Context: an optimization exercise on an open-source flow, tuned for small area and a short achievable clock period. The choices shown serve that exercise and are no tape-out recipe. At most, simulation tests tie the RTL to the original design; equivalence was not proved. Power and IR drop assume default switching activity.

== 07-09 ==
==> flow/design.v <==
module crc16_step (
    input  wire [15:0] crc_in,
    input  wire [7:0]  data,
    output wire [15:0] crc_out
);
    wire [7:0] x = crc_in[15:8] ^ data;
    wire a = x[0] ^ x[4];
    wire b = x[1] ^ x[5];
    wire c = x[2] ^ x[6];
    wire d = x[3] ^ x[7];
    wire [15:0] t = {d, c, b, a ^ x[7], x[6], x[5], x[4], d,
                     c ^ x[7], b ^ x[6], a ^ x[5], x[4], d, c, b, a};
    assign crc_out = t ^ {crc_in[7:0], 8'h00};
endmodule
module crc_link (
    input  wire        clk,
    input  wire        rst,
    input  wire        op_valid,
    input  wire [3:0]  op_code,
    input  wire [7:0]  op_arg,
    input  wire        tick,
    output wire [5:0]  stat,          
    output wire [2:0]  op_status,
    output reg  [15:0] crc,
    output reg  [2:0]  rx_err,
    output reg  [7:0]  rx_len,
    output wire [15:0] rx_crc_calc,
    output wire [15:0] rx_crc_recv,
    output wire        txm_re,
    output wire [7:0]  txm_addr,
    input  wire [7:0]  txm_rdata,
    output wire        rxm_we,
    output wire [8:0]  rxm_addr,
    output wire [7:0]  rxm_wdata,
    output wire        txd,
    input  wire        rxd
);
    wire op_crc_init = op_valid && (op_code == 4'h1);
    wire op_crc_byte = op_valid && (op_code == 4'h2);
    wire op_tx_frame = op_valid && (op_code == 4'h4);
    wire op_rx_start = op_valid && (op_code == 4'h5);
    wire [15:0] crc_next;
    crc16_step u_hcrc (.crc_in(crc), .data(op_arg), .crc_out(crc_next));
    always @(posedge clk) begin
        if (rst || op_crc_init)
            crc <= 16'h0000;
        else if (op_crc_byte)
            crc <= crc_next;
    end
    reg [2:0]  tph;
    reg [7:0]  txlen;
    reg [7:0]  ta;
    reg [15:0] tcrc;
    reg [3:0]  ts;
    reg [2:0]  tbc;
    reg [7:0]  tdat;
    wire tx_busy  = (tph != 3'd0);
    wire ts_idle  = (ts == 4'd9);
    wire ts_fetch = (ts == 4'd14);
    wire ts_start = (ts == 4'd15);
    wire pay_end  = (ta == txlen);
    wire in_pay   = (tph == 3'd3) && !pay_end;
    assign txm_re   = ts_idle && in_pay;
    assign txm_addr = ta;
    wire [2:0] tsel   = ts[3] ? tbc : ts[2:0];
    wire       tbit   = tdat[tsel];
    wire       crc_on = ts_start && (((tph == 3'd3) && (ta != 8'h00)) || (tph == 3'd4));
    wire       tfb    = tcrc[15] ^ tbit;
    reg [7:0] tbyte;
    always @* begin
        case (tph)
            3'd1:    tbyte = 8'h02;
            3'd2:    tbyte = txlen;
            3'd3:    tbyte = pay_end ? tcrc[15:8] : txm_rdata;
            3'd4:    tbyte = tcrc[15:8];
            default: tbyte = 8'h03;
        endcase
    end
    always @(posedge clk) begin
        if (rst) begin
            tph <= 3'd0;
        end else if (!tx_busy) begin
            if (op_tx_frame) begin
                tph   <= 3'd1;
                txlen <= op_arg;
                ta    <= 8'h00;
                tcrc  <= 16'h0000;
            end
        end else begin
            if (ts_idle) begin
                if (tph == 3'd6)
                    tph <= 3'd0;
            end else if (ts_fetch) begin
                if (in_pay)
                    ta  <= ta + 8'd1;
                else
                    tph <= tph + 3'd1;
            end
            if (crc_on)
                tcrc <= {tcrc[14:12], tcrc[11] ^ tfb, tcrc[10:5], tcrc[4] ^ tfb,
                         tcrc[3:0], tfb};
        end
    end
    always @(posedge clk) begin
        if (rst) begin
            ts <= 4'd9;
        end else if (ts_idle) begin
            if (tx_busy && tph != 3'd6)
                ts <= 4'd14;
        end else if (ts_fetch || tbc == 3'd0) begin
            ts <= ts + 4'd1;
        end
        tbc <= ts_fetch ? 3'd7 : tbc - 3'd1;
        if (ts_fetch)
            tdat <= tbyte;
    end
    assign txd = ts[3] ? !(ts[1] && ts[0]) : tbit;
    reg       rxd_m, rxd_s;
    reg [3:0] rn;       
    reg [3:0] rb;
    reg [7:0] rdat;
    reg       push, ferr;
    always @(posedge clk) begin
        rxd_m <= rxd || rst;
        rxd_s <= rxd_m || rst;
        if (rst) begin
            rn   <= 4'd0;
            push <= 1'b0;
            ferr <= 1'b0;
        end else begin
            push <= 1'b0;
            ferr <= 1'b0;
            if (rn == 4'd0) begin
                if (!rxd_s) begin
                    rn <= 4'd1;
                    rb <= 4'd11;
                end
            end else if (rb != 4'd0) begin
                rb <= rb - 4'd1;
            end else if (rn != 4'd9) begin
                rdat <= {rxd_s, rdat[7:1]};
                rn   <= rn + 4'd1;
                rb   <= 4'd7;
            end else begin
                push <= rxd_s;
                ferr <= !rxd_s;
                rn   <= 4'd0;
            end
        end
    end
    reg [7:0] f0, f1, f2, f3, f4, f5, f6;
    reg [7:0] fdout;
    reg [3:0] fc;
    wire fifo_ne   = !fc[3];
    wire fifo_full = (fc == 4'd7);
    wire do_push   = push && !fifo_full;
    wire fifo_pop;
    reg [7:0] fnext;    
    wire [63:0] fsel = {f6, f5, f4, f3, f2, f1, f0, rdat};
    always @* fnext = fc[3] ? rdat : fsel[fc[2:0]*8 +: 8];
    always @(posedge clk) begin
        if (do_push) begin
            f0 <= rdat; f1 <= f0; f2 <= f1; f3 <= f2;
            f4 <= f3;   f5 <= f4; f6 <= f5;
        end
        if (fifo_pop || (push && !fifo_ne))
            fdout <= fnext;
        if (rst)
            fc <= 4'hF;
        else
            fc <= fc + {3'b000, do_push} - {3'b000, fifo_pop};
    end
    reg ferr_flag, ovr_flag, opst;
    reg rx_busy, rx_done;
    wire rx_start = op_rx_start && !rx_busy;
    always @(posedge clk) begin
        if (rst) begin
            ferr_flag <= 1'b0;
            ovr_flag  <= 1'b0;
        end else begin
            if (ferr)
                ferr_flag <= 1'b1;
            else if (rx_start)
                ferr_flag <= 1'b0;
            if (push && fifo_full)
                ovr_flag <= 1'b1;
            else if (rx_start)
                ovr_flag <= 1'b0;
        end
    end
    always @(posedge clk) begin
        if (rst)
            opst <= 1'b0;
        else if (op_tx_frame)
            opst <= tx_busy;
        else if (op_rx_start)
            opst <= rx_busy;
    end
    assign op_status = {2'b00, opst};
    reg [8:0]  rxcnt;
    reg [6:0]  rxtimer;     
    reg [15:0] rcrc;
    reg        f02;
    reg [7:0]  prev1, prev2;
    wire link_err = ferr_flag || ovr_flag;
    assign fifo_pop = rx_busy && !link_err && fifo_ne;
    wire [15:0] rcrc_next;
    crc16_step u_rcrc (.crc_in(rcrc), .data(fdout), .crc_out(rcrc_next));
    reg [1:0] dtail;
    wire [8:0] len2 = {1'b0, rx_len} + 9'd2;
    wire hdr   = (rxcnt[8:1] == 8'h00);
    wire crchi = (rxcnt == len2);
    always @(posedge clk) begin : dfr
        reg fin;
        fin = 1'b0;
        if (rst) begin
            rx_busy <= 1'b0;
            rx_done <= 1'b0;
            rx_len  <= 8'h00;
            rx_err  <= 3'd0;
        end else if (!rx_busy) begin
            if (op_rx_start) begin
                rx_busy <= 1'b1;
                rx_done <= 1'b0;
                rxcnt   <= 9'd0;
                rx_len  <= 8'h00;
                rxtimer <= 7'h7F;
                rx_err  <= 3'd0;
                rcrc    <= 16'h0000;
                dtail   <= 2'd0;
            end
        end else if (link_err) begin
            rx_busy <= 1'b0;
            rx_done <= 1'b1;
            rx_err  <= 3'd1;
        end else begin
            if (fifo_ne) begin
                rxcnt <= rxcnt + 9'd1;
                if (dtail != 2'd2) begin
                    prev1 <= fdout;
                    prev2 <= prev1;
                end
                if (hdr) begin
                    if (!rxcnt[0]) begin
                        f02 <= (fdout == 8'h02);
                    end else if (f02) begin
                        rx_len <= fdout;
                    end else begin
                        fin = 1'b1;
                        rx_err <= 3'd3;
                    end
                end else if (dtail == 2'd2) begin
                    fin = 1'b1;
                    if (fdout != 8'h03)
                        rx_err <= 3'd5;
                    else if (rcrc != {prev2, prev1})
                        rx_err <= 3'd4;
                end else if (dtail == 2'd1 || crchi) begin
                    dtail <= dtail + 2'd1;
                end else begin
                    rcrc <= rcrc_next;
                end
            end
            if (!fin && tick) begin
                rxtimer <= {rxtimer[5:0], rxtimer[6] ^ rxtimer[5]};
                if (rxtimer == 7'h34) begin
                    fin = 1'b1;
                    rx_err <= 3'd2;
                end
            end
            if (fin) begin
                rx_busy <= 1'b0;
                rx_done <= 1'b1;
            end
        end
    end
    wire crc_shown = rx_done && !rx_err[1] && !rx_err[0];
    assign rx_crc_calc = crc_shown ? rcrc : 16'h0000;
    assign rx_crc_recv = crc_shown ? {prev2, prev1} : 16'h0000;
    assign rxm_we    = fifo_pop;
    assign rxm_addr  = rxcnt;
    assign rxm_wdata = fdout;
    assign stat = {ovr_flag, ferr_flag, fifo_ne, rx_done, rx_busy, tx_busy};
endmodule
clock: 4.5 ns
lec_check: 0
abc_clock_period_in_ps: 2500
cap_margin: 20
core_margin: 2
core_utilization: 40
setup_slack_margin: 2.0
slew_margin: 20
run.sh (not shown) runs the stock make flow with config.mk's settings and CLKGATE_MAP_FILE= SYNTH_SCRIPT=/design/flow/synth_recipe.tcl, a recipe that flattens the netlist after the stock synthesis.
Inputs modified between 07-09 and 12-07:
-- flow/design.v --
<<< 07-09, line 54
    reg [3:0]  ts;
    reg [2:0]  tbc;
    reg [7:0]  tdat;
    wire tx_busy  = (tph != 3'd0);
    wire ts_idle  = (ts == 4'd9);
    wire ts_fetch = (ts == 4'd14);
    wire ts_start = (ts == 4'd15);
    wire pay_end  = (ta == txlen);
    wire in_pay   = (tph == 3'd3) && !pay_end;
    assign txm_re   = ts_idle && in_pay;
    assign txm_addr = ta;
    wire [2:0] tsel   = ts[3] ? tbc : ts[2:0];
    wire       tbit   = tdat[tsel];
    wire       crc_on = ts_start && (((tph == 3'd3) && (ta != 8'h00)) || (tph == 3'd4));
    wire       tfb    = tcrc[15] ^ tbit;
>>> 12-07, line 54
    reg [3:0]  ts;
    reg [2:0]  tbc;
    reg [8:0]  tsr;       
    reg        pay_end;   
    reg        tre;
    reg        tx_busy;   
    wire ts_idle  = (ts == 4'd9);
    wire ts_fetch = (ts == 4'd14);
    wire ts_start = (ts == 4'd15);
    wire tstep    = !ts_idle && !ts_fetch && (tbc == 3'd0);
    wire in_pay   = (tph == 3'd3) && !pay_end;
    assign txm_re   = tre;
    assign txm_addr = ta;
    assign txd      = tsr[0];
    wire [7:0] tbits  = tsr[8:1];
    wire       tbit   = tbits[tbc];
    wire       crc_on = ts_start && (((tph == 3'd3) && (ta != 8'h00)) || (tph == 3'd4));
    wire       tfb    = tcrc[15] ^ tbit;
<<< 07-09, line 79
    always @(posedge clk) begin
        if (rst) begin
            tph <= 3'd0;
        end else if (!tx_busy) begin
            if (op_tx_frame) begin
                tph   <= 3'd1;
                txlen <= op_arg;
                ta    <= 8'h00;
>>> 12-07, line 82
    always @(posedge clk) begin
        if (rst) begin
            tph     <= 3'd0;
            tx_busy <= 1'b0;
        end else if (!tx_busy) begin
            if (op_tx_frame) begin
                tph     <= 3'd1;
                tx_busy <= 1'b1;
                txlen <= op_arg;
                ta    <= 8'h00;
<<< 07-09, line 89
        end else begin
            if (ts_idle) begin
                if (tph == 3'd6)
                    tph <= 3'd0;
            end else if (ts_fetch) begin
                if (in_pay)
>>> 12-07, line 94
        end else begin
            if (ts_idle) begin
                if (tph == 3'd6) begin
                    tph     <= 3'd0;
                    tx_busy <= 1'b0;
                end
            end else if (ts_fetch) begin
                if (in_pay)
<<< 07-09, line 101
                         tcrc[3:0], tfb};
        end
    end
    always @(posedge clk) begin
>>> 12-07, line 108
                         tcrc[3:0], tfb};
        end
        pay_end <= (ta == txlen);
        tre <= !rst && (tph == 3'd3) && !pay_end && (ts == 4'd8) && (tbc == 3'd0);
    end
    always @(posedge clk) begin
<<< 07-09, line 113
        tbc <= ts_fetch ? 3'd7 : tbc - 3'd1;
        if (ts_fetch)
            tdat <= tbyte;
    end
    assign txd = ts[3] ? !(ts[1] && ts[0]) : tbit;
    reg       rxd_m, rxd_s;
    reg [3:0] rn;       
>>> 12-07, line 122
        tbc <= ts_fetch ? 3'd7 : tbc - 3'd1;
        if (ts_fetch)
            tsr[8:1] <= tbyte;
        else if (tstep)
            tsr[8:1] <= {1'b1, tsr[8:2]};
        if (rst)
            tsr[0] <= 1'b1;
        else if (ts_fetch)
            tsr[0] <= 1'b0;
        else if (tstep)
            tsr[0] <= tsr[1];
    end
    reg       rxd_m, rxd_s;
    reg [3:0] rn;       
<<< 07-09, line 275
        end
    end
    wire crc_shown = rx_done && !rx_err[1] && !rx_err[0];
    assign rx_crc_calc = crc_shown ? rcrc : 16'h0000;
    assign rx_crc_recv = crc_shown ? {prev2, prev1} : 16'h0000;
>>> 12-07, line 291
        end
    end
    reg crc_shown;
    always @(posedge clk)
        if (rst || rx_start)
            crc_shown <= 1'b0;
        else if (rx_busy && !link_err && fifo_ne && !hdr && dtail == 2'd2 && fdout == 8'h03)
            crc_shown <= 1'b1;
    assign rx_crc_calc = crc_shown ? rcrc : 16'h0000;
    assign rx_crc_recv = crc_shown ? {prev2, prev1} : 16'h0000;
### Flow results
The final layout from 12-07, which completed every stage, passed the timing, design-rule and antenna checks at the end of the flow.
Taking 07-09 as the reference, in 12-07 clock skew went down by 6.5 ps, minimum clock period after layout decreased 300 ps, switching power essentially unchanged, maximum cell stage delay along the critical path shows an increase of 180 ps.
Diff 07-09 -> 12-07: synthesized instance count went up 11, post-synthesis instance area rose 1.1%.
For clock latency reported for the late side of the worst-skew pair, 07-09 and 12-07 come out practically identical.
For 07-09, only the layout was checked, not whether the RTL still works.

-- port drivers added, routing unchanged --
Ports are ideal in the flow. The routed layouts listed here were re-timed in OpenROAD.
Step 1: set_driving_cell puts a clkbuf_16 on clk and a buf_2 on each other input, an assumption about the parent block.
Step 2 also shifts input and output timing later by t, the mid clock arrival at the registers, as if the neighbouring blocks saw the same clock.
Three values: ideal ports, drivers, drivers and shift; two values: the first two.
run	shift t [ns]	setup slack, ns	hold slack, ns
07-09	0.549	1.733 / 1.691 / 1.599	0.411 / 0.411 / 0.411
12-07	0.558	2.030 / 1.983 / 1.517	0.407 / 0.407 / 0.407
After both steps every run listed still meets setup and hold. For 12-07, which loses most, drivers alone change the setup slack by -0.047 ns; drivers and shift together by -0.513 ns.
